Background: an optimization exercise with open tools, aiming at small area, a short achievable clock period and few clock cycles per item. Do not read the settings as production practice. Only simulation tests tie the RTL to the original design; equivalence was not proved. No activity file was given, so power comes from the tool's default toggle rates.

<file path="design.v">
module lzw_dec (
    input  wire       clk,
    input  wire       rst,
    input  wire       in_valid,
    input  wire [8:0] in_code,
    output wire       in_ready,
    output wire       out_valid,
    output wire [7:0] out_data,
    output wire       out_end,
    output wire       out_err,
    input  wire       out_ready
);
    localparam integer K  = 5;                  
    localparam integer CW = 3;                  
    reg [8:0] dpre [1:255];
    reg [7:0] dch  [1:255];
    reg       b_v;
    reg [8:0] b_c;
    reg       b_free;                           
    assign in_ready = b_free;
    wire take = in_valid && b_free;
    localparam [1:0] H_EMPTY = 2'd0;            
    localparam [1:0] H_FRESH = 2'd1;            
    localparam [1:0] H_WALK  = 2'd2;            
    reg [1:0] hs;
    reg [8:0] node;
    reg [8:0] cur;                              
    reg [8:0] prev_code;
    reg [7:0] prev_first;
    reg       have_prev;
    reg       skip;                             
    reg [9:0] next_code;                        
    reg       cont;                             
    reg       inpass;                           
    reg [8:0] hl;                               
    reg [8:0] plen;                             
    localparam integer NS = 3;                  
    reg  [1:0]    wp, rp;
    wire [NS-1:0] full_v, last_v, end_v, err_v;
    wire [8*NS-1:0] top_v;
    wire fresh   = (hs == H_FRESH);
    wire walking = (hs == H_WALK);
    wire wfull   = full_v[wp];
    wire nx_full = next_code[9];
    wire cls_lit  = !node[8];
    wire cls_end  = (node == 9'd256);
    wire cls_dict = node[8] && (node[7:0] != 8'd0) &&
                    (nx_full || (node[7:0] < next_code[7:0]));
    wire cls_kwk  = node[8] && !nx_full && (node[7:0] == next_code[7:0]) && have_prev;
    wire cls_bad  = node[8] && !cls_end && !cls_dict && !cls_kwk;
    reg        wv;
    reg [7:0]  wa;
    reg [8:0]  wd_pre;
    reg [7:0]  wd_ch;
    wire       byp     = wv && (node[7:0] == wa);
    wire       kwk_hop = fresh && cls_kwk;
    wire [8:0] hp  = kwk_hop ? prev_code  : byp ? wd_pre : dpre[node[7:0]];
    wire [7:0] hch = kwk_hop ? prev_first : byp ? wd_ch  : dch[node[7:0]];
    wire       at_root = !hp[8];
    wire go_fresh = fresh && !skip && !wfull;
    wire f_end    = go_fresh && (cls_end || cls_bad);
    wire f_lit    = go_fresh && cls_lit;
    wire f_hop    = go_fresh && (cls_dict || cls_kwk);
    wire w_hop    = walking && (inpass || !wfull);
    wire hop      = f_hop || w_hop;
    wire p1_done  = hop && !cont && at_root;
    wire c_done   = hop && cont && (hl == 9'd1);
    wire pass_done = p1_done || c_done || f_lit || f_end;
    wire [8:0] hops1  = fresh ? 9'd0 : hl;      
    wire [8:0] len1   = hops1 + 9'd2;           
    wire       long1  = (len1 > K + 1);
    wire       more   = (plen > K);
    wire [8:0] cc     = fresh ? node : cur;
    wire adv = (hs == H_EMPTY) || (fresh && skip) || f_lit || f_end ||
               (p1_done && !long1) || (c_done && !more);
    wire [7:0] root = cls_lit ? node[7:0] : hp[7:0];
    always @(posedge clk) begin
        if (wv) begin
            dpre[wa] <= wd_pre;
            dch[wa]  <= wd_ch;
        end
    end
    always @(posedge clk) begin
        if (rst) wv <= 1'b0;
        else     wv <= !nx_full;
        wa     <= next_code[7:0];
        wd_pre <= prev_code;
        wd_ch  <= root;
    end
    reg       o_v, o_e, o_r, s_v, s_e, s_r;
    reg [7:0] o_d, s_d;
    assign out_valid = o_v;
    assign out_data  = o_d;
    assign out_end   = o_e;
    assign out_err   = o_r;
    wire       rfull  = full_v[rp];
    wire       t_end  = end_v[rp];
    wire       t_err  = err_v[rp];
    wire [7:0] t_dat  = top_v[8*rp +: 8];
    wire       pop    = rfull && !s_v;
    wire       pop_last = pop && last_v[rp];
    wire set_head = f_lit || f_end || (hop && !cont);
    wire start_ok = fresh && !skip;
    genvar gi;
    generate
        for (gi = 0; gi < NS; gi = gi + 1) begin : g_slot
            lzw_slot #(.K(K), .CW(CW)) u_slot (
                .clk(clk), .rst(rst),
                .sel(wp == gi), .push(hop), .hch(hch),
                .set_head(set_head), .hd(root),
                .s_end(start_ok && (cls_end || cls_bad)), .s_err(cls_bad),
                .fin(pass_done && wp == gi),
                .pop(pop && rp == gi),
                .full(full_v[gi]), .last(last_v[gi]), .t_end(end_v[gi]), .t_err(err_v[gi]),
                .top(top_v[8*gi +: 8]));
        end
    endgenerate
    always @(posedge clk) begin
        if (rst) begin
            b_v <= 1'b0; b_free <= 1'b1; b_c <= 9'd0;
            hs <= H_EMPTY; node <= 9'd0; cur <= 9'd0;
            prev_code <= 9'd0; prev_first <= 8'd0; have_prev <= 1'b0;
            skip <= 1'b0; next_code <= 10'd257;
            cont <= 1'b0; inpass <= 1'b0; hl <= 9'd0; plen <= 9'd0;
            wp <= 2'd0; rp <= 2'd0;
            o_v <= 1'b0; o_e <= 1'b0; o_r <= 1'b0; o_d <= 8'd0;
            s_v <= 1'b0; s_e <= 1'b0; s_r <= 1'b0; s_d <= 8'd0;
        end else begin
            if (adv) begin
                if (b_v) begin
                    node <= b_c; hs <= H_FRESH; b_v <= 1'b0; b_free <= 1'b1;
                end else if (take) begin
                    node <= in_code; hs <= H_FRESH;
                end else begin
                    hs <= H_EMPTY;
                end
            end else begin
                if (take) begin
                    b_c <= in_code; b_v <= 1'b1; b_free <= 1'b0;
                end
                if (p1_done || c_done) begin
                    node <= cc; hs <= H_WALK;
                end else if (hop) begin
                    node <= hp; hs <= H_WALK;
                end
            end
            if (fresh && skip && cls_end) skip <= 1'b0;
            if (f_hop) cur <= node;
            if (hop) inpass <= !pass_done;
            if (f_hop && !p1_done) begin
                hl <= 9'd1; cont <= 1'b0;
            end else if (w_hop && !cont && !p1_done) begin
                hl <= hl + 9'd1;
            end else if (p1_done && long1) begin
                cont <= 1'b1; plen <= len1 - (K + 1); hl <= len1 - (K + 1);
            end else if (c_done) begin
                if (more) begin
                    plen <= plen - K; hl <= plen - K;
                end else begin
                    cont <= 1'b0;
                end
            end else if (hop && cont) begin
                hl <= hl - 9'd1;
            end
            if (f_end) begin
                next_code <= 10'd257; have_prev <= 1'b0;
                if (cls_bad) skip <= 1'b1;
            end
            if (set_head) prev_first <= root;
            if (f_lit || p1_done) begin
                prev_code  <= cc;
                have_prev  <= 1'b1;
                if (have_prev && !nx_full) next_code <= next_code + 10'd1;
            end
            if (pass_done) wp <= (wp == NS - 1) ? 2'd0 : wp + 2'd1;
            if (pop_last)  rp <= (rp == NS - 1) ? 2'd0 : rp + 2'd1;
            if (o_v && !out_ready) begin
                if (pop) begin
                    s_v <= 1'b1; s_d <= t_dat; s_e <= t_end; s_r <= t_err;
                end
            end else begin
                if (s_v) begin
                    o_v <= 1'b1; o_d <= s_d; o_e <= s_e; o_r <= s_r; s_v <= 1'b0;
                end else if (pop) begin
                    o_v <= 1'b1; o_d <= t_dat; o_e <= t_end; o_r <= t_err;
                end else begin
                    o_v <= 1'b0;
                end
            end
        end
    end
endmodule
module lzw_slot #(
    parameter integer K  = 5,
    parameter integer CW = 3
) (
    input  wire       clk,
    input  wire       rst,
    input  wire       sel,                      
    input  wire       push,                     
    input  wire [7:0] hch,
    input  wire       set_head,                 
    input  wire [7:0] hd,
    input  wire       s_end,                    
    input  wire       s_err,
    input  wire       fin,                      
    input  wire       pop,
    output reg        full,
    output wire       last,
    output reg        t_end,
    output reg        t_err,
    output wire [7:0] top
);
    reg [8*K-1:0] st;
    reg [CW-1:0]  cnt;
    reg [7:0]     head;
    reg           has_head;
    assign top  = has_head ? head : st[7:0];
    assign last = has_head ? (cnt == 0) : (cnt == 1);
    wire [CW:0] c1 = cnt + 1'b1;
    wire        wr = sel && !full;
    always @(posedge clk) begin
        if (wr && push)              st <= {st[8*K-9:0], hch};
        else if (pop && !has_head)   st <= {8'd0, st[8*K-1:8]};
        if (wr && set_head)          head <= hd;
        if (wr) begin
            t_end <= s_end; t_err <= s_err;
        end
    end
    always @(posedge clk) begin
        if (rst) begin
            full <= 1'b0; cnt <= 0; has_head <= 1'b0;
        end else begin
            if (wr && fin) full <= 1'b1;
            if (wr && set_head) has_head <= 1'b1;
            if (wr && push) cnt <= (c1 > K) ? K[CW-1:0] : c1[CW-1:0];
            if (pop) begin
                if (has_head) has_head <= 1'b0;
                else          cnt <= cnt - 1'b1;
                if (last)     full <= 1'b0;
            end
        end
    end
endmodule
</file>
<file path="flow/run.sh">
#!/bin/bash
# The standard layout, with the timing repair steps aiming for a setup
# slack of MARGIN ns (the design's clock and constraints are unchanged).
set -euo pipefail
MARGIN=10.55
bash standard.sh synth > synth_make.log 2>&1
bash standard.sh SETUP_SLACK_MARGIN=$MARGIN finish > layout_make.log 2>&1
</file>
<file path="standard.sh">
#!/bin/bash
# synth_recipe.tcl (not shown) runs the flow's synth.tcl, then flattens the netlist and writes it again
# the make line also repeats each setting of config.mk as NAME=value (left out here)
make -C /OpenROAD-flow-scripts/flow DESIGN_CONFIG=/design/flow/config.mk WORK_HOME=/design/flow/orfs CLKGATE_MAP_FILE= SYNTH_SCRIPT=/design/flow/synth_recipe.tcl "${@:-finish}"
</file>
<file path="config.mk">
export PLATFORM = sky130hd
export DESIGN_NAME = lzw_dec
export DESIGN_NICKNAME = lzw_dec
export VERILOG_FILES = /design/flow/design.v
export SDC_FILE = /design/flow/constraint.sdc
export NUM_CORES = 4
export LEC_CHECK = 0
export CAP_MARGIN = 10
export CORE_MARGIN = 2
export CORE_UTILIZATION = 58
export CTS_CLUSTER_DIAMETER = 120
export CTS_CLUSTER_SIZE = 25
export SLEW_MARGIN = 10
</file>
<file path="constraint.sdc">
create_clock -name core_clock -period 15.0 [get_ports {clk}]
set_input_delay 3.0000 -clock core_clock [delete_from_list [all_inputs] [get_ports {clk}]]
set_output_delay 3.0000 -clock core_clock [all_outputs]
set_load 0.01 [all_outputs]
</file>
==> results of run 1 <==
-- cell type report --
class / count / area share
sequential: 4640 / 0.697
multi-input combinational: 3569 / 0.213
timing repair buffer: 599 / 0.0345
clock buffer: 230 / 0.0272
tap: 4140 / 0.0262
inverter: 44 / 0.000955
clock inverter: 5 / 0.000272
antenna: 18 / 0.000228
timing repair inverter: 1 / 0.0000443
-- cell usage after synthesis (38+ instances only) --
cell / n / share of area
nor2_1: 473 / 0.0098
nand2_1: 497 / 0.010
mux4_2: 1178 / 0.15
a22oi_1: 65 / 0.0027
mux2_2: 42 / 0.0026
mux2i_1: 242 / 0.013
a211oi_1: 94 / 0.0039
a21oi_1: 171 / 0.0047
o21ai_0: 70 / 0.0019
edfxtp_1: 4485 / 0.74
and3_1: 51 / 0.0018
o22ai_1: 57 / 0.0020
nand3_1: 79 / 0.0022
clkbuf_1: 201 / 0.0042
nor3_1: 62 / 0.0017
buf_4: 80 / 0.0033
inv_1: 38 / 0.00078
dfxtp_1: 155 / 0.017
buf_6: 58 / 0.0036
buf_2: 113 / 0.0031
-- worst max-delay path by stage --
stage | cells after the start | from | slack [ns] | to
floorplan | 5 | wd_pre[3]$_DFF_P_ | 10.58 | register
global placement | 14 | register | 7.54 | prev_first[7]$_SDFFE_PP0N_
detailed placement | 14 | register | 7.47 | prev_first[7]$_SDFFE_PP0N_
CTS | 14 | register | 10.45 | prev_first[7]$_SDFFE_PP0N_
global route | 16 | register | 10.45 | hl[4]$_SDFFE_PP0P_
finish | 13 | register | 10.40 | prev_first[3]$_SDFFE_PP0N_
-- worst max-delay path, stage by stage, from the launching register on --
cell and delay [ns]:
dfxtp_4 0.48, buf_6 0.35, nand2b_4 0.38, buf_4 0.35, o22ai_1 0.24, nor3_1 0.48
nor3_2 0.16, a31oi_2 0.25, buf_6 0.22, nand4_1 0.50, and3_1 0.40, a21oi_2 0.36
nand2_1 0.09, a21oi_1 0.18
-- kinds of logic after synthesis --
| group | count (synthesis) |
|---|---|
| AO/OA/AOI/OAI | 700 |
| buffers and inverters | 543 |
| adder cells (fa/ha/maj) | 29 |
| flip-flops | 4640 |
| AND/OR/NAND/NOR | 1344 |
| multiplexers | 1463 |
| XOR/XNOR | 33 |
-- through the flow --
stage               cell area, um2  hold WS, ns  setup WS [ns]
detailed placement          189000        0.355           7.47
global placement            188000        0.353           7.54
finish                      198000        0.378          10.40
global route                198000        0.387          10.45
CTS                         197000        0.377          10.45
floorplan                   182000        0.344          10.58
-- what timing repair did --
item / 4_1_cts / 5_1_grt
endpoints found under the setup margin: 189 / 199
resized for setup: 329 / 73
gates cloned: 40 / 11
buffers inserted: 44 / 31
pin swaps: 17 / 13
hold buffers: 0 / 0
-- power breakdown --
| part | internal, W | switching, W | leakage (nW) |
|---|---|---|---|
| clock network | 0.00255 | 0.00385 | 2.66 |
| logic | 0.00229 | 0.00385 | 16.1 |
| registers | 0.0149 | 0.000323 | 42.3 |
| total | 0.0198 | 0.00802 | 61.1 |
-- registers in the layout, indices dropped and copies added, names as in the netlist, 9 cells and up, named ones only --
name and cells:
cur 9, g_slot.u_slot.st 120, dpre 2295, next_code 10
dch 2040, node 9, plen 9, b_c 9
g_slot.u_slot.head 24, g_slot.u_slot.cnt 9, wd_pre 9, prev_code 9
hl 9
-- layer usage --
metal	wire length [um]	up-vias	part of all wire	track usage
li1	-	36540	-	-
met1	204000	50347	0.38	0.487
met2	252000	5147	0.47	0.520
met3	54500	819	0.10	0.0645
met4	22700	18	0.042	0.121
met5	120	-	0.00022	0
==> impl_metrics.py, run 1 <==
metrics = {
    "status": {
        "result_of_the_run": "complete, no violations",
    },
    "synth": {
        "async_reset_ff_frac": 0,
        "synth-edff-count": 4485,
        "simple_gate_fraction_of_synth_area": 0.0324,
        "synth_xor_xnor_area_share": 0.00159,
        "sequential_to_total_area_share_from_yosys_stat": 0.758,
        "muxShareOfSynthArea": 0.162,
        "synthCells": 8752,
        "post_synthesis_adder_cell_area_fraction": 0.00200,
        "synth.net_count": 8794,
        "synth_area_in_compound_gates": 0.0265,
        "ys.warnings.count": 2,
        "avgSynthCellArea_um2": 20.8,
        "main_combinational_cell_family_by_area_after_synthesis": "multiplexers",
        "netlist_area_mm2": 0.182,
        "yosysUniqueCellTypes": 96,
        "ys_seq_elements": 4640,
        "synth-main-ff-cell": "edfxtp_1",
    },
    "worst_setup_path": {
        "path_max_fanout": 22,
        "worst-r2r-setup-slack_ns": 10.40,
        "timing.critical_path.from_type": "register",
        "critPathCaptureType": "register",
        "crit_arrival_ns": 5.43,
        "worst-r2r-cell-count": 13,
        "path_class": "reg -> reg",
        "required_time_at_the_endpoint_of_the_critical_path_ns": 15.83,
        "worst_r2r_endpoint": "prev_first[3]$_SDFFE_PP0N_",
    },
    "timing": {
        "fin_setup_tns_ns": 0,
        "timing.final.max_slew_violations": 0,
        "max_freq_ghz": 0.218,
        "hold_viol": 0,
        "timing.final.crit_share": 0.306,
        "setup_violations": 0,
        "fin_skew_ns": 0.0532,
        "unrepaired_setup_endpoints_after_global_routing": "true",
        "worst_slew_margin_rel": 0.0905,
        "max_slew.worst_pin.slew_ns": 1.36,
        "layout_min_cycle_time_ns": 4.60,
    },
    "clock_network": {
        "tritoncts_num_sinks": 4640,
        "cts_made_buffers": 207,
        "clock_pin_slew_on_the_worst_setup_and_hold_paths_ns": 0.10,
        "worstSkewPairLatency_ns": 0.95,
        "cts_tree": "built",
        "cts_buffer_depth": 4,
        "cts-root-buf": "clkbuf_16",
        "cts_htree_levels": 4,
    },
    "power": {
        "power.density_mw_per_mm2": 141,
        "post-layout-total-power_w": 0.0278,
        "vdd_ir_drop_max_mv": 0.0984,
        "leakagePower_nw": 61.1,
    },
    "worst_hold_path": {
        "holdPathStages": 0,
        "hold_start": "prev_code[5]$_SDFFE_PP0N_",
        "worst_hold_path_type": "reg -> reg",
        "min_delay_worst_endpoint": "wd_pre[5]$_DFF_P_",
    },
    "global_route": {
        "grt.overflow.total": 0,
        "grt_antenna_before_repair": 37,
        "grt_max_degree": 187,
        "via_count_of_the_first_global_routing_pass": 89450,
        "grt_pass1_wl_um": 732000,
        "groute.usage.overall": 0.336,
    },
    "place": {
        "place.port_buffers": 24,
        "routability_congestion_estimate_from_global_placement": 0.874,
        "dp_hpwl_um": 306000,
        "placedCellCount": 12866,
    },
    "cells_and_area": {
        "share_of_the_core_filled_with_cells": 0.634,
        "area_used_by_sequential_logic_in_the_layout_mm2": 0.138,
        "layout.filler_cells": 21502,
        "layout-area-overhead-vs-synth_pct": 8.80,
        "share_of_final_layout_standard_cells_stronger_than_drive_strength_1": 0.268,
        "highest_count_cells_in_the_layout_ignoring_fill_and_taps": "edfxtp_1, mux4_2, nand2_1",
        "finalNonFillerCells": 13246,
        "layout.cells.most_common": "edfxtp_1",
        "fin_nets": 9104,
        "multi_input_area_mm2": 0.0422,
    },
    "die": {
        "core_ar_mm2": 0.312,
        "fp.dieW_um": 564,
        "starting_utilization_of_the_core_area": 0.583,
        "design.die.area_mm2": 0.318,
        "io-pin-count": 25,
        "die_h_um": 564,
        "row_count": 205,
    },
    "route": {
        "avgViaCountPerCell": 7.01,
        "drtIter0Drc": 14750,
        "wirelength_um": 534000,
        "route.vias.total": 92871,
        "detail_route.wl_per_cell_um": 40.3,
        "drtPass1Iterations": 6,
        "drc": 0,
        "route.antenna.remaining_nets": 0,
    },
    "job": {
        "cap_violations": 0,
    },
}
Testbench counts, summed over its fixed seeds: cycles 61,994, items 61,365.
==> run 2, diff against run 1 <==
--- a/design.v
+++ b/design.v
@@ -52,7 +52,7 @@
     reg [7:0]  wa;
     reg [8:0]  wd_pre;
     reg [7:0]  wd_ch;
-    wire       byp     = wv && (node[7:0] == wa);
+    reg        byp;
     wire       kwk_hop = fresh && cls_kwk;
     wire [8:0] hp  = kwk_hop ? prev_code  : byp ? wd_pre : dpre[node[7:0]];
     wire [7:0] hch = kwk_hop ? prev_first : byp ? wd_ch  : dch[node[7:0]];
@@ -86,6 +86,22 @@
         wa     <= next_code[7:0];
         wd_pre <= prev_code;
         wd_ch  <= root;
+    end
+    wire eq_b    = (b_c[7:0]     == next_code[7:0]);
+    wire eq_in   = (in_code[7:0] == next_code[7:0]);
+    wire eq_cc   = (cc[7:0]      == next_code[7:0]);
+    wire eq_node = (node[7:0]    == next_code[7:0]);
+    always @(posedge clk) begin
+        if (rst || nx_full)
+            byp <= 1'b0;
+        else if (adv)
+            byp <= b_v ? eq_b : eq_in;
+        else if (p1_done || c_done)
+            byp <= eq_cc;
+        else if (hop)
+            byp <= 1'b0;
+        else
+            byp <= eq_node;
     end
     reg       o_v, o_e, o_r, s_v, s_e, s_r;
     reg [7:0] o_d, s_d;
==> flow/run.sh (replaced) <==
#!/bin/bash
# The standard layout, with the timing repair steps aiming for a setup
# slack of MARGIN ns (the design's clock and constraints are unchanged).
set -euo pipefail
MARGIN=10.5
bash standard.sh synth > synth_make.log 2>&1
bash standard.sh SETUP_SLACK_MARGIN=$MARGIN finish > layout_make.log 2>&1
==> config.mk (replaced) <==
export PLATFORM = sky130hd
export DESIGN_NAME = lzw_dec
export DESIGN_NICKNAME = lzw_dec
export VERILOG_FILES = /design/flow/design.v
export SDC_FILE = /design/flow/constraint.sdc
export NUM_CORES = 4
export LEC_CHECK = 0
export CAP_MARGIN = 20
export CORE_MARGIN = 2
export CORE_UTILIZATION = 50
export CTS_CLUSTER_DIAMETER = 120
export CTS_CLUSTER_SIZE = 25
export SLEW_MARGIN = 20
==> run 2 against run 1 <==
  * Synthesized area hardly changed
  * Largest power group unchanged
  * Register-to-register slack worse by 0.02 ns
  * Die area grew 16%
  * Critical endpoint is now node[2]$_SDFFE_PP0N_
  * Sequential share of layout area down 0.45 points
  * Critical path type unchanged
==> impl_metrics.py, run 2 <==
metrics = {
    "status": {
        "result_of_the_run": "complete, no violations",
    },
    "synth": {
        "ys_seq_elements": 4641,
        "synth.top_cell.area_share": 0.741,
        "sequential_to_total_area_share_from_yosys_stat": 0.758,
        "synth-main-ff-cell": "edfxtp_1",
        "synth_most_common_cell": "edfxtp_1",
        "largest_cells_by_area_after_synthesis": "edfxtp_1, mux4_2, dfxtp_1",
        "synth_top_cells_by_count": "edfxtp_1, mux4_2, nand2_1, nor2_1, mux2i_1",
        "synthCells": 8782,
        "yosysTopAreaCell": "edfxtp_1",
        "netlist_area_mm2": 0.182,
        "yosysUniqueCellTypes": 90,
        "synth.net_count": 8824,
        "synth-edff-count": 4485,
        "async_reset_ff_frac": 0,
        "ys.warnings.count": 2,
        "avgSynthCellArea_um2": 20.7,
    },
    "route": {
        "drtIter0Drc": 14062,
        "avgViaCountPerCell": 6.65,
        "wirelength_um": 529000,
        "drtPass1Iterations": 6,
        "route.vias.total": 92435,
        "detail_route.wl_per_cell_um": 38.0,
        "drc": 0,
        "route.antenna.remaining_nets": 0,
    },
    "timing": {
        "max_slew.worst_pin.slew_ns": 1.20,
        "timing.final.crit_share": 0.308,
        "setup_violations": 0,
        "unrepaired_setup_endpoints_after_global_routing": "true",
        "layout_min_cycle_time_ns": 4.62,
        "fin_setup_tns_ns": 0,
        "holdWs_ns": 0.368,
        "timing.final.max_slew_violations": 0,
        "hold_viol": 0,
        "worst_slew_margin_rel": 0.195,
        "max_freq_ghz": 0.216,
        "fin_skew_ns": 0.0622,
    },
    "power": {
        "leakagePower_nw": 60.9,
        "switching_power_w": 0.00675,
        "clock_power_share": 0.254,
        "seq_power_share": 0.586,
        "power.density_mw_per_mm2": 129,
        "sw_frac_of_total": 0.263,
        "combinationalPowerShare": 0.160,
        "cell_internal_pwr_w": 0.0189,
        "vdd_ir_drop_max_mv": 0.0892,
    },
    "clock_network": {
        "cts_hold_buffers": 0,
        "cts_made_buffers": 208,
        "clock_pin_slew_on_the_worst_setup_and_hold_paths_ns": 0.10,
        "cts_buffer_depth": 4,
        "tritoncts_num_sinks": 4641,
        "cts_htree_levels": 4,
        "cts-root-buf": "clkbuf_16",
        "worstSkewPairLatency_ns": 1.01,
        "cts_tree": "built",
    },
    "global_route": {
        "grt_antenna_before_repair": 29,
        "grt.overflow.total": 0,
        "groute.usage.overall": 0.286,
        "via_count_of_the_first_global_routing_pass": 90422,
        "grt_pass1_wl_um": 727000,
        "grt_max_degree": 177,
    },
    "die": {
        "die_h_um": 607,
        "design.die.area_mm2": 0.368,
        "fp.dieW_um": 607,
        "starting_utilization_of_the_core_area": 0.502,
        "io-pin-count": 25,
        "row_count": 221,
        "core_ar_mm2": 0.362,
    },
    "worst_setup_path": {
        "path_max_fanout": 5,
        "crit_top_cell": "buf_12",
        "path_class": "reg -> reg",
        "required_time_at_the_endpoint_of_the_critical_path_ns": 15.85,
        "timing.critical_path.cells": "buf_12 > buf_16 > buf_12 > buf_12 > mux4_2 > mux4_2 > o211ai_1 > nand4_1 > a21oi_2 > buf_6 > mux2i_1 > o22ai_1 > nor3_1",
        "critical_path_cell_count": 13,
        "crit_arrival_ns": 5.47,
        "critPathTopFamily": "multiplexers",
        "slowest_stage": "nand4_1",
        "worst-r2r-setup-slack_ns": 10.38,
        "worst-r2r-cell-count": 13,
        "max_incr_delay_on_cp_ns": 0.79,
        "critPathCaptureType": "register",
        "timing.critical_path.buf_inv": 5,
        "timing.critical_path.from_type": "register",
    },
    "cells_and_area": {
        "final_design_area_no_fill_mm2": 0.199,
        "layout-area-overhead-vs-synth_pct": 9.49,
        "share_of_final_layout_standard_cells_stronger_than_drive_strength_1": 0.264,
        "highest_count_cells_in_the_layout_ignoring_fill_and_taps": "edfxtp_1, mux4_2, nand2_1",
        "layout.cells.most_common": "edfxtp_1",
        "top_regs": "dpre: 2295 flops, dch: 2040 flops, g_slot.u_slot.st: 120 flops",
        "layout.filler_cells": 27206,
        "max_reg_flops": 2295,
        "fin_nets": 9089,
        "top_register": "dpre",
    },
    "place": {
        "routability_congestion_estimate_from_global_placement": 0.874,
        "dpl-instance-area_mm2": 0.189,
        "dp_hpwl_um": 298000,
        "place.port_buffers": 24,
    },
    "worst_hold_path": {
        "worst_hold_path_type": "reg -> reg",
        "holdPathStages": 0,
    },
    "job": {
        "cap_violations": 0,
    },
}
run 2: cell type report:
type / count / area, um2 / share of cell area
Tap cell: 4794 / 6000 / 0.0301
Sequential cell: 4641 / 138000 / 0.693
Timing Repair Buffer: 551 / 6720 / 0.0338
Antenna cell: 6 / 15.0 / 0.0000754
Clock buffer: 252 / 5410 / 0.0272
Multi-Input combinational cell: 3599 / 42600 / 0.214
Clock inverter: 12 / 160 / 0.000805
Inverter: 46 / 218 / 0.00109
run 2: per-stage QoR:
stage	worst slack, ns	instances	util	power [W]
global placement	7.87	13478	0.522	0.0188
finish	10.38	13901	0.550	0.0256
global route	10.39	13896	0.550	0.0263
CTS	10.47	13858	0.547	0.0256
detailed placement	7.73	13481	0.522	0.0189
floorplan	10.57	8782	-	0.0175
run 2: repair_timing:
item / 4_1_cts / 5_1_grt
gates cloned: 47 / 10
endpoints found under the setup margin: 303 / 229
setup buffers: 66 / 25
gates resized for setup: 335 / 64
pin swaps: 12 / 15
run 2: worst paths after layout:
| kind | startpoint | endpoint |
|---|---|---|
| worst max-delay path | register | node[2]$_SDFFE_PP0N_ |
| worst min-delay path | prev_code[3]$_SDFFE_PP0N_ | wd_pre[3]$_DFF_P_ |
| worst max register to register | register | node[2]$_SDFFE_PP0N_ |
| worst min register to register | prev_code[3]$_SDFFE_PP0N_ | wd_pre[3]$_DFF_P_ |
run 2: metal layers:
| metal | share of wire | global-route usage | vias up |
|---|---|---|---|
| li1 | - | - | 36592 |
| met4 | 0.041 | 0.102 | 6 |
| met3 | 0.10 | 0.0587 | 755 |
| met2 | 0.47 | 0.445 | 4817 |
| met1 | 0.39 | 0.404 | 50265 |
| met5 | 0.000066 | 0 | - |
run 2: power groups by stage:
stage / sequential (W) / clock [W] / combinational (W)
floorplan: 0.0155 / 0 / 0.00196
global placement: 0.0153 / 0 / 0.00348
detailed placement: 0.0153 / 0 / 0.00354
CTS: 0.0150 / 0.00662 / 0.00399
global route: 0.0150 / 0.00700 / 0.00423
finish: 0.0150 / 0.00652 / 0.00409
run 2: cells by family after synthesis:
group                    share of synthesized area
buffers and inverters                       0.0175
AND/OR/NAND/NOR                             0.0330
flip-flops                                   0.758
XOR/XNOR                                   0.00207
AO/OA/AOI/OAI                               0.0257
multiplexers                                 0.162
adder cells (fa/ha/maj)                    0.00200
Testbench counts of run 2, summed over its fixed seeds: cycles 61,994, items 61,365.
==> run 3, diff against run 2 <==
--- a/design.v
+++ b/design.v
@@ -24,6 +24,7 @@
     localparam [1:0] H_WALK  = 2'd2;            
     reg [1:0] hs;
     reg [8:0] node;
+    reg [8:0] node_n;                           
     reg [8:0] cur;                              
     reg [8:0] prev_code;
     reg [7:0] prev_first;
@@ -55,7 +56,7 @@
     reg        byp;
     wire       kwk_hop = fresh && cls_kwk;
     wire [8:0] hp  = kwk_hop ? prev_code  : byp ? wd_pre : dpre[node[7:0]];
-    wire [7:0] hch = kwk_hop ? prev_first : byp ? wd_ch  : dch[node[7:0]];
+    wire [7:0] hch = kwk_hop ? prev_first : byp ? wd_ch  : dch[~node_n[7:0]];
     wire       at_root = !hp[8];
     wire go_fresh = fresh && !skip && !wfull;
     wire f_end    = go_fresh && (cls_end || cls_bad);
@@ -74,6 +75,18 @@
     wire adv = (hs == H_EMPTY) || (fresh && skip) || f_lit || f_end ||
                (p1_done && !long1) || (c_done && !more);
     wire [7:0] root = cls_lit ? node[7:0] : hp[7:0];
+    reg [8:0] node_d;
+    always @* begin
+        node_d = node;
+        if (adv) begin
+            if (b_v)       node_d = b_c;
+            else if (take) node_d = in_code;
+        end else if (p1_done || c_done) begin
+            node_d = cc;
+        end else if (hop) begin
+            node_d = hp;
+        end
+    end
     always @(posedge clk) begin
         if (wv) begin
             dpre[wa] <= wd_pre;
@@ -134,7 +147,7 @@
     always @(posedge clk) begin
         if (rst) begin
             b_v <= 1'b0; b_free <= 1'b1; b_c <= 9'd0;
-            hs <= H_EMPTY; node <= 9'd0; cur <= 9'd0;
+            hs <= H_EMPTY; node <= 9'd0; node_n <= 9'h1ff; cur <= 9'd0;
             prev_code <= 9'd0; prev_first <= 8'd0; have_prev <= 1'b0;
             skip <= 1'b0; next_code <= 10'd257;
             cont <= 1'b0; inpass <= 1'b0; hl <= 9'd0; plen <= 9'd0;
@@ -142,11 +155,13 @@
             o_v <= 1'b0; o_e <= 1'b0; o_r <= 1'b0; o_d <= 8'd0;
             s_v <= 1'b0; s_e <= 1'b0; s_r <= 1'b0; s_d <= 8'd0;
         end else begin
+            node   <= node_d;
+            node_n <= ~node_d;
             if (adv) begin
                 if (b_v) begin
-                    node <= b_c; hs <= H_FRESH; b_v <= 1'b0; b_free <= 1'b1;
+                    hs <= H_FRESH; b_v <= 1'b0; b_free <= 1'b1;
                 end else if (take) begin
-                    node <= in_code; hs <= H_FRESH;
+                    hs <= H_FRESH;
                 end else begin
                     hs <= H_EMPTY;
                 end
@@ -154,11 +169,7 @@
                 if (take) begin
                     b_c <= in_code; b_v <= 1'b1; b_free <= 1'b0;
                 end
-                if (p1_done || c_done) begin
-                    node <= cc; hs <= H_WALK;
-                end else if (hop) begin
-                    node <= hp; hs <= H_WALK;
-                end
+                if (p1_done || c_done || hop) hs <= H_WALK;
             end
             if (fresh && skip && cls_end) skip <= 1'b0;
             if (f_hop) cur <= node;
==> flow/run.sh (replaced) <==
#!/bin/bash
# The standard layout, with the timing repair steps aiming for a setup
# slack of MARGIN ns (the design's clock and constraints are unchanged).
set -euo pipefail
MARGIN=10.55
bash standard.sh synth > synth_make.log 2>&1
bash standard.sh SETUP_SLACK_MARGIN=$MARGIN finish > layout_make.log 2>&1
--- a/config.mk
+++ b/config.mk
@@ -5,9 +5,9 @@
 export SDC_FILE = /design/flow/constraint.sdc
 export NUM_CORES = 4
 export LEC_CHECK = 0
-export CAP_MARGIN = 20
+export CAP_MARGIN = 10
 export CORE_MARGIN = 2
 export CORE_UTILIZATION = 50
 export CTS_CLUSTER_DIAMETER = 120
 export CTS_CLUSTER_SIZE = 25
-export SLEW_MARGIN = 20
+export SLEW_MARGIN = 10
==> run 3 against run 2 <==
  * Still clean
  * Clock-buffer cell count fell by 1
  * First-iteration DRC count fell by 1.8%
  * Clock skew rose by 0.015 ns
  * Worst hold slack got worse by 0.031 ns
  * Via count fell by 1.1%
  * Utilization barely moved
  * Synthesized area barely moved
  * Flip-flop and latch count did not move
  * Cell count fell by 0.60%
  * Power rose by 11%
  * Non-clock buffer count rose by 7
  * Combinational power rose by 44%
  * Largest cell class unchanged
  * Largest power group unchanged
==> impl_metrics.py, run 3 <==
metrics = {
    "status": {
        "result_of_the_run": "complete, no violations",
    },
    "cells_and_area": {
        "highest_count_cells_in_the_layout_ignoring_fill_and_taps": "edfxtp_1, mux4_2, nand2_1",
        "top_regs": "dpre: 2295 flops, dch: 2040 flops, g_slot.u_slot.st: 120 flops",
        "layout.cells.most_common": "edfxtp_1",
        "layout-area-overhead-vs-synth_pct": 9.45,
        "top_register": "dpre",
        "share_of_the_core_filled_with_cells": 0.550,
        "share_of_final_layout_standard_cells_stronger_than_drive_strength_1": 0.262,
        "fin_nets": 9005,
        "layout.filler_cells": 26997,
        "max_reg_flops": 2295,
    },
    "worst_setup_path": {
        "timing.critical_path.from_type": "register",
        "path_class": "reg -> reg",
        "worst-r2r-setup-slack_ns": 10.50,
        "worst_r2r_endpoint": "prev_first[7]$_SDFFE_PP0N_",
        "worst-r2r-cell-count": 12,
        "path_max_fanout": 18,
        "startpoint": "node[2]$_SDFF_PP0_",
        "rr_startpoint": "node[2]$_SDFF_PP0_",
        "critPathCaptureType": "register",
        "required_time_at_the_endpoint_of_the_critical_path_ns": 15.82,
        "end_point_of_the_critical_path": "prev_first[7]$_SDFFE_PP0N_",
        "crit_arrival_ns": 5.32,
    },
    "timing": {
        "unrepaired_setup_endpoints_after_global_routing": "true",
        "fin_skew_ns": 0.0768,
        "fin_setup_tns_ns": 0,
        "worst_slew_margin_rel": 0.0343,
        "holdWs_ns": 0.336,
        "max_slew.worst_pin.slew_ns": 1.45,
        "setup_violations": 0,
        "layout_min_cycle_time_ns": 4.50,
        "hold_viol": 0,
        "timing.final.max_slew_violations": 0,
        "max_freq_ghz": 0.222,
        "timing.final.crit_share": 0.300,
    },
    "worst_hold_path": {
        "worst_hold_path_type": "reg -> reg",
        "hold_start": "prev_code[0]$_SDFFE_PP0N_",
    },
    "power": {
        "post-layout-total-power_w": 0.0283,
        "power.density_mw_per_mm2": 142,
        "sw_frac_of_total": 0.288,
        "clock_power_share": 0.231,
        "cell_internal_pwr_w": 0.0202,
        "seq_power_share": 0.561,
        "vdd_ir_drop_max_mv": 0.162,
        "combinationalPowerShare": 0.208,
        "switching_power_w": 0.00815,
        "leakagePower_nw": 62.3,
    },
    "place": {
        "routability_congestion_estimate_from_global_placement": 0.886,
        "dp_hpwl_um": 303000,
        "place.port_buffers": 24,
    },
    "route": {
        "drc": 0,
        "detail_route.wl_per_cell_um": 38.3,
        "drtIter0Drc": 13808,
        "drtPass1Iterations": 6,
        "route.vias.total": 91415,
        "route.antenna.remaining_nets": 0,
        "wirelength_um": 529000,
        "avgViaCountPerCell": 6.62,
    },
    "synth": {
        "synth.net_count": 8734,
        "synthCells": 8692,
        "ys.warnings.count": 2,
        "netlist_area_mm2": 0.182,
        "sequential_to_total_area_share_from_yosys_stat": 0.758,
        "synth.top_cell.area_share": 0.741,
        "largest_cells_by_area_after_synthesis": "edfxtp_1, mux4_2, dfxtp_1",
        "synth-edff-count": 4485,
        "yosysTopAreaCell": "edfxtp_1",
        "synth_most_common_cell": "edfxtp_1",
        "ys_seq_elements": 4641,
        "synth_top_cells_by_count": "edfxtp_1, mux4_2, nor2_1, nand2_1, mux2i_1",
        "avgSynthCellArea_um2": 20.9,
        "synth-main-ff-cell": "edfxtp_1",
        "yosysUniqueCellTypes": 93,
        "async_reset_ff_frac": 0,
    },
    "job": {
        "cap_violations": 0,
    },
    "die": {
        "row_count": 221,
        "io-pin-count": 25,
        "design.die.area_mm2": 0.368,
        "die_h_um": 607,
        "core_ar_mm2": 0.362,
        "starting_utilization_of_the_core_area": 0.502,
        "fp.dieW_um": 607,
    },
    "clock_network": {
        "cts_hold_buffers": 0,
        "cts_htree_levels": 4,
        "cts_tree": "built",
        "worstSkewPairLatency_ns": 0.98,
        "clock_pin_slew_on_the_worst_setup_and_hold_paths_ns": 0.11,
        "tritoncts_num_sinks": 4641,
        "cts-root-buf": "clkbuf_16",
        "cts_made_buffers": 209,
        "cts_buffer_depth": 4,
    },
    "global_route": {
        "grt_max_degree": 224,
        "grt_pass1_wl_um": 724000,
        "grt.overflow.total": 0,
        "grt_antenna_before_repair": 39,
        "via_count_of_the_first_global_routing_pass": 89167,
        "groute.usage.overall": 0.285,
    },
}
## run 3: logic make-up (layout without fill, tap and decap cells)
logic type	count (synthesis)	count (layout)	synth area share
AO/OA/AOI/OAI	687	687	0.0245
XOR/XNOR	44	44	0.00212
adder cells (fa/ha/maj)	29	29	0.00200
buffers and inverters	542	865	0.0159
flip-flops	4641	4641	0.758
multiplexers	1521	1521	0.168
other	0	9	0
AND/OR/NAND/NOR	1228	1228	0.0292
## run 3: worst min-delay path by stage
stage / end / slack (ns) / depth (start not counted)
4_1_cts: wd_pre[0]$_DFF_P_ / 0.32 / 0
2_1_floorplan: wd_pre[5]$_DFF_P_ / 0.34 / 0
6_report: wd_pre[0]$_DFF_P_ / 0.34 / 0
3_5_place_dp: wd_pre[2]$_DFF_P_ / 0.35 / 0
5_1_grt: wd_pre[0]$_DFF_P_ / 0.33 / 0
3_3_place_gp: wd_pre[4]$_DFF_P_ / 0.35 / 0
## run 3: power by group through the flow
stage / combinational [W] / clock, W / sequential, W
4_1_cts: 0.00572 / 0.00664 / 0.0159
5_1_grt: 0.00610 / 0.00703 / 0.0159
6_report: 0.00589 / 0.00654 / 0.0159
3_3_place_gp: 0.00501 / 0 / 0.0162
3_5_place_dp: 0.00513 / 0 / 0.0162
2_1_floorplan: 0.00276 / 0 / 0.0165
## run 3: area by class of cell
| cell class | count | area (um2) | share of cell area |
|---|---|---|---|
| antenna | 9 | 22.5 | 0.000113 |
| sequential | 4641 | 138000 | 0.693 |
| tap | 4794 | 6000 | 0.0302 |
| clock buffer | 251 | 5450 | 0.0274 |
| multi-input combinational | 3509 | 42500 | 0.214 |
| timing repair inverter | 1 | 8.76 | 0.0000440 |
| clock inverter | 12 | 221 | 0.00111 |
| timing repair buffer | 558 | 6620 | 0.0333 |
| inverter | 43 | 179 | 0.000900 |
## run 3: repair_timing
action,4_1_cts,5_1_grt
pin swaps,9,12
buffers inserted,50,34
endpoints found under the setup margin,380,223
resized for setup,344,79
gates cloned,39,14
## run 3: stage by stage
| step | setup slack (ns) | cells | cell area, um2 |
|---|---|---|---|
| 6_report | 10.50 | 13818 | 199000 |
| 3_5_place_dp | 8.05 | 13409 | 189000 |
| 5_1_grt | 10.47 | 13810 | 199000 |
| 4_1_cts | 10.45 | 13761 | 198000 |
| 2_1_floorplan | 10.59 | 8692 | 182000 |
| 3_3_place_gp | 8.14 | 13407 | 189000 |
## run 3: worst max-delay path, stage by stage, from the launching register on
cell and delay [ns]:
dfxtp_4 0.58, buf_16 0.24, and2_1 1.00, a221oi_1 0.38, o21ai_0 0.21, o2111ai_2 0.35
o31ai_4 0.26, o221ai_1 0.19, and3_1 0.22, a21oi_1 0.35, a21oi_1 0.27, nand2_1 0.16
a21oi_1 0.07
## run 3: per-layer routing
| metal | wire length [um] | part of all wire | track usage | vias to the layer above |
|---|---|---|---|---|
| met3 | 53800 | 0.10 | 0.0626 | 784 |
| li1 | - | - | - | 36267 |
| met5 | 180 | 0.00034 | 0 | - |
| met1 | 205000 | 0.39 | 0.397 | 49651 |
| met4 | 22200 | 0.042 | 0.0972 | 30 |
| met2 | 247000 | 0.47 | 0.449 | 4683 |
Testbench counts of run 3, summed over its fixed seeds: cycles 61,994, items 61,365.
==> run 4, diff against run 3 <==
--- a/config.mk
+++ b/config.mk
@@ -8,6 +8,6 @@
 export CAP_MARGIN = 10
 export CORE_MARGIN = 2
 export CORE_UTILIZATION = 50
-export CTS_CLUSTER_DIAMETER = 120
-export CTS_CLUSTER_SIZE = 25
+export CTS_CLUSTER_DIAMETER = 110
+export CTS_CLUSTER_SIZE = 22
 export SLEW_MARGIN = 10
==> run 4 against run 3 <==
  * Wire length barely moved
  * Combinational power barely moved
  * Sequential share of layout area decreased by 0.10 points
  * Clock power up 3.7%
  * Cell count about the same
  * Worst hold slack lost 0.0017 ns
  * Utilization rose by 0.083 points
  * Via count rose by 0.29%
==> impl_metrics.py, run 4 <==
metrics = {
    "power": {
        "power.density_mw_per_mm2": 143,
        "leakagePower_nw": 62.5,
        "vdd_ir_drop_max_mv": 0.159,
    },
    "worst_setup_path": {
        "path_class": "reg -> reg",
        "crit_top_cell": "buf_16",
        "required_time_at_the_endpoint_of_the_critical_path_ns": 15.90,
        "crit_arrival_ns": 5.47,
        "timing.critical_path.from_type": "register",
        "slowest_stage": "nor2_1",
        "critPathCaptureType": "register",
        "path_max_fanout": 22,
        "max_incr_delay_on_cp_ns": 0.78,
        "timing.critical_path.cells": "inv_16 > buf_16 > buf_16 > buf_12 > nor2_1 > a22o_1 > a211o_1 > a41oi_1 > a311o_1 > a21oi_1 > nand3_1 > and3_1 > or3b_1",
    },
    "timing": {
        "fin_setup_tns_ns": 0,
        "timing.final.max_slew_violations": 0,
        "layout_min_cycle_time_ns": 4.56,
        "max_freq_ghz": 0.219,
        "holdWs_ns": 0.335,
        "worst_slew_margin_rel": 0.134,
        "fin_skew_ns": 0.0861,
        "unrepaired_setup_endpoints_after_global_routing": "true",
        "hold_viol": 0,
        "timing.final.crit_share": 0.304,
        "setup_violations": 0,
        "max_slew.worst_pin.slew_ns": 1.30,
    },
    "die": {
        "row_count": 221,
        "starting_utilization_of_the_core_area": 0.502,
        "design.die.area_mm2": 0.368,
        "fp.dieW_um": 607,
        "die_h_um": 607,
        "core_ar_mm2": 0.362,
        "io-pin-count": 25,
    },
    "cells_and_area": {
        "share_of_final_layout_standard_cells_stronger_than_drive_strength_1": 0.264,
        "layout-area-overhead-vs-synth_pct": 9.62,
        "top_register": "dpre",
        "top_regs": "dpre: 2295 flops, dch: 2040 flops, g_slot.u_slot.st: 120 flops",
        "highest_count_cells_in_the_layout_ignoring_fill_and_taps": "edfxtp_1, mux4_2, nand2_1",
        "fin_nets": 9020,
        "layout.cells.most_common": "edfxtp_1",
        "layout.filler_cells": 26960,
        "max_reg_flops": 2295,
        "final_design_area_no_fill_mm2": 0.199,
        "finalNonFillerCells": 13813,
    },
    "clock_network": {
        "cts_hold_buffers": 0,
        "cts_tree": "built",
        "tritoncts_num_sinks": 4641,
        "cts_buffer_depth": 4,
        "cts_made_buffers": 233,
        "clock_pin_slew_on_the_worst_setup_and_hold_paths_ns": 0.10,
        "cts_htree_levels": 4,
        "worstSkewPairLatency_ns": 1.02,
        "cts-root-buf": "clkbuf_16",
    },
    "global_route": {
        "global_route.usage.met1": 0.401,
        "grt_antenna_before_repair": 38,
        "via_count_of_the_first_global_routing_pass": 89336,
        "use_met3": 0.0589,
        "groute.usage.overall": 0.286,
        "globalRouteMet2Util": 0.450,
        "grt.busiest_layer": "met2",
        "grt_pass1_wl_um": 726000,
        "grt.overflow.total": 0,
        "grt_max_degree": 224,
    },
    "synth": {
        "largest_cells_by_area_after_synthesis": "edfxtp_1, mux4_2, dfxtp_1",
        "yosysTopAreaCell": "edfxtp_1",
        "avgSynthCellArea_um2": 20.9,
        "synth-edff-count": 4485,
        "synth.net_count": 8734,
        "sequential_to_total_area_share_from_yosys_stat": 0.758,
        "synth-main-ff-cell": "edfxtp_1",
        "ys.warnings.count": 2,
        "synth_most_common_cell": "edfxtp_1",
        "synth_top_cells_by_count": "edfxtp_1, mux4_2, nor2_1, nand2_1, mux2i_1",
        "ys_seq_elements": 4641,
        "async_reset_ff_frac": 0,
        "yosysUniqueCellTypes": 93,
        "synth.top_cell.area_share": 0.741,
        "synthCells": 8692,
        "netlist_area_mm2": 0.182,
    },
    "place": {
        "place.port_buffers": 24,
        "dp_hpwl_um": 303000,
        "dpl-instance-area_mm2": 0.189,
        "routability_congestion_estimate_from_global_placement": 0.886,
        "placedCellCount": 13409,
    },
    "route": {
        "route.vias.total": 91682,
        "drtPass1Iterations": 6,
        "detail_route.wl_per_cell_um": 38.3,
        "route.antenna.remaining_nets": 0,
        "avgViaCountPerCell": 6.64,
        "drtIter0Drc": 14005,
        "drc": 0,
        "wirelength_um": 529000,
    },
    "status": {
        "result_of_the_run": "complete, no violations",
    },
    "job": {
        "cap_violations": 0,
    },
    "worst_hold_path": {
        "worst_hold_path_type": "reg -> reg",
    },
}
-- run 4: cell count changes in the layout (fill, tap and decap cells not counted), moves of 3 or more --
cell,change
a211oi_1,-3
buf_12,+5
buf_16,-4
buf_4,-10
clkbuf_1,-19
clkbuf_16,+17
inv_6,+3
-- run 4: kinds of logic after synthesis --
family                     share of synthesized area
DFF                                            0.758
muxes                                          0.168
and+or+nand+nor                               0.0292
AOI/OAI and AO/OA                             0.0245
buffers and inverters                         0.0159
xor gates and xnor gates                     0.00212
adders and majority gates                    0.00200
-- run 4: report_power, final --
group	leakage (nW)	total [W]	switching, W	internal (W)
clock network	2.98	0.00678	0.00398	0.00281
registers	42.4	0.0159	0.000490	0.0154
logic	17.1	0.00587	0.00371	0.00215
total	62.5	0.0286	0.00818	0.0204
-- run 4: worst paths after layout --
kind	startpoint	end	slack, ns	depth (start not counted)
setup / recovery	node[2]$_SDFF_PP0_	node_n[0]$_SDFF_PP1_	10.44	13
hold / removal	prev_code[1]$_SDFFE_PP0N_	wd_pre[1]$_DFF_P_	0.33	0
setup reg to reg	node[2]$_SDFF_PP0_	node_n[0]$_SDFF_PP1_	10.44	13
hold reg to reg	prev_code[1]$_SDFFE_PP0N_	wd_pre[1]$_DFF_P_	0.33	0
-- run 4: repair_timing --
item                       4_1_cts  5_1_grt
buffers inserted                56       22
resized for setup              357       59
pin swaps                        9        6
hold endpoints to repair         0        0
setup endpoints to repair      380      228
cloned                          38       12
-- run 4: per-stage QoR --
stage | util | worst slack (ns) | power (W)
2_1_floorplan | - | 10.59 | 0.0193
3_3_place_gp | 0.523 | 8.14 | 0.0212
3_5_place_dp | 0.523 | 8.05 | 0.0214
4_1_cts | 0.548 | 10.43 | 0.0285
5_1_grt | 0.550 | 10.46 | 0.0293
6_report | 0.550 | 10.44 | 0.0286
-- run 4: critical path, delay by kind of cell (launching register included) --
| kind | cells | cell delay, ns |
|---|---|---|
| buffers and inverters | 4 | 0.71 |
| AND/OR/NAND/NOR | 4 | 1.50 |
| flip-flops | 1 | 0.60 |
| AO/OA/AOI/OAI | 5 | 1.53 |
-- run 4: layout make-up --
cell class / count / area (um2) / share of cell area
Sequential cell: 4641 / 138000 / 0.692
Multi-Input combinational cell: 3510 / 42500 / 0.213
Timing Repair Buffer: 548 / 6500 / 0.0327
Tap cell: 4794 / 6000 / 0.0301
Clock buffer: 254 / 5920 / 0.0297
Inverter: 43 / 179 / 0.000898
Clock inverter: 12 / 165 / 0.000829
Antenna cell: 10 / 25.0 / 0.000126
Timing Repair inverter: 1 / 8.76 / 0.0000440
-- run 4: routing by layer --
metal	vias up	share of wire
met5	-	0.00032
li1	36297	-
met2	4657	0.47
met3	786	0.098
met1	49916	0.39
met4	26	0.041

## port drivers added, routing unchanged
The results above use ideal ports. As a check the final layouts listed here were re-extracted and re-timed, cells and wires unchanged. Step 1 sets driving cells, clkbuf_16 on the clock port and buf_2 on the other inputs (assumed; they add their load-dependent delay and slew). Step 2 moves the port delays by t, midway between the first and last clock arrival at a register: inputs arrive t later, outputs are due t later. That takes back most of the time a late clock gives input paths. a / b / c = ideal ports / drivers / drivers and shift; a / b = the first two.
run | t, ns | setup slack, ns | clock arrival spread, ns | pins driven straight from the clock port
run 1 | 1.030 | 10.404 / 10.404 / 9.848 | 0.055 / 0.055 | 1
run 2 | 1.077 | 10.381 / 10.381 / 10.026 | 0.079 / 0.079 | 1
run 3 | 1.057 | 10.497 / 10.412 / 9.727 | 0.095 / 0.096 | 1
run 4 | 1.078 | 10.437 / 10.402 / 9.790 | 0.086 / 0.086 | 1
After both steps every run listed still meets setup and hold. The setup slack of run 3, which loses most, moves by -0.085 ns with the drivers and by -0.770 ns with both steps.
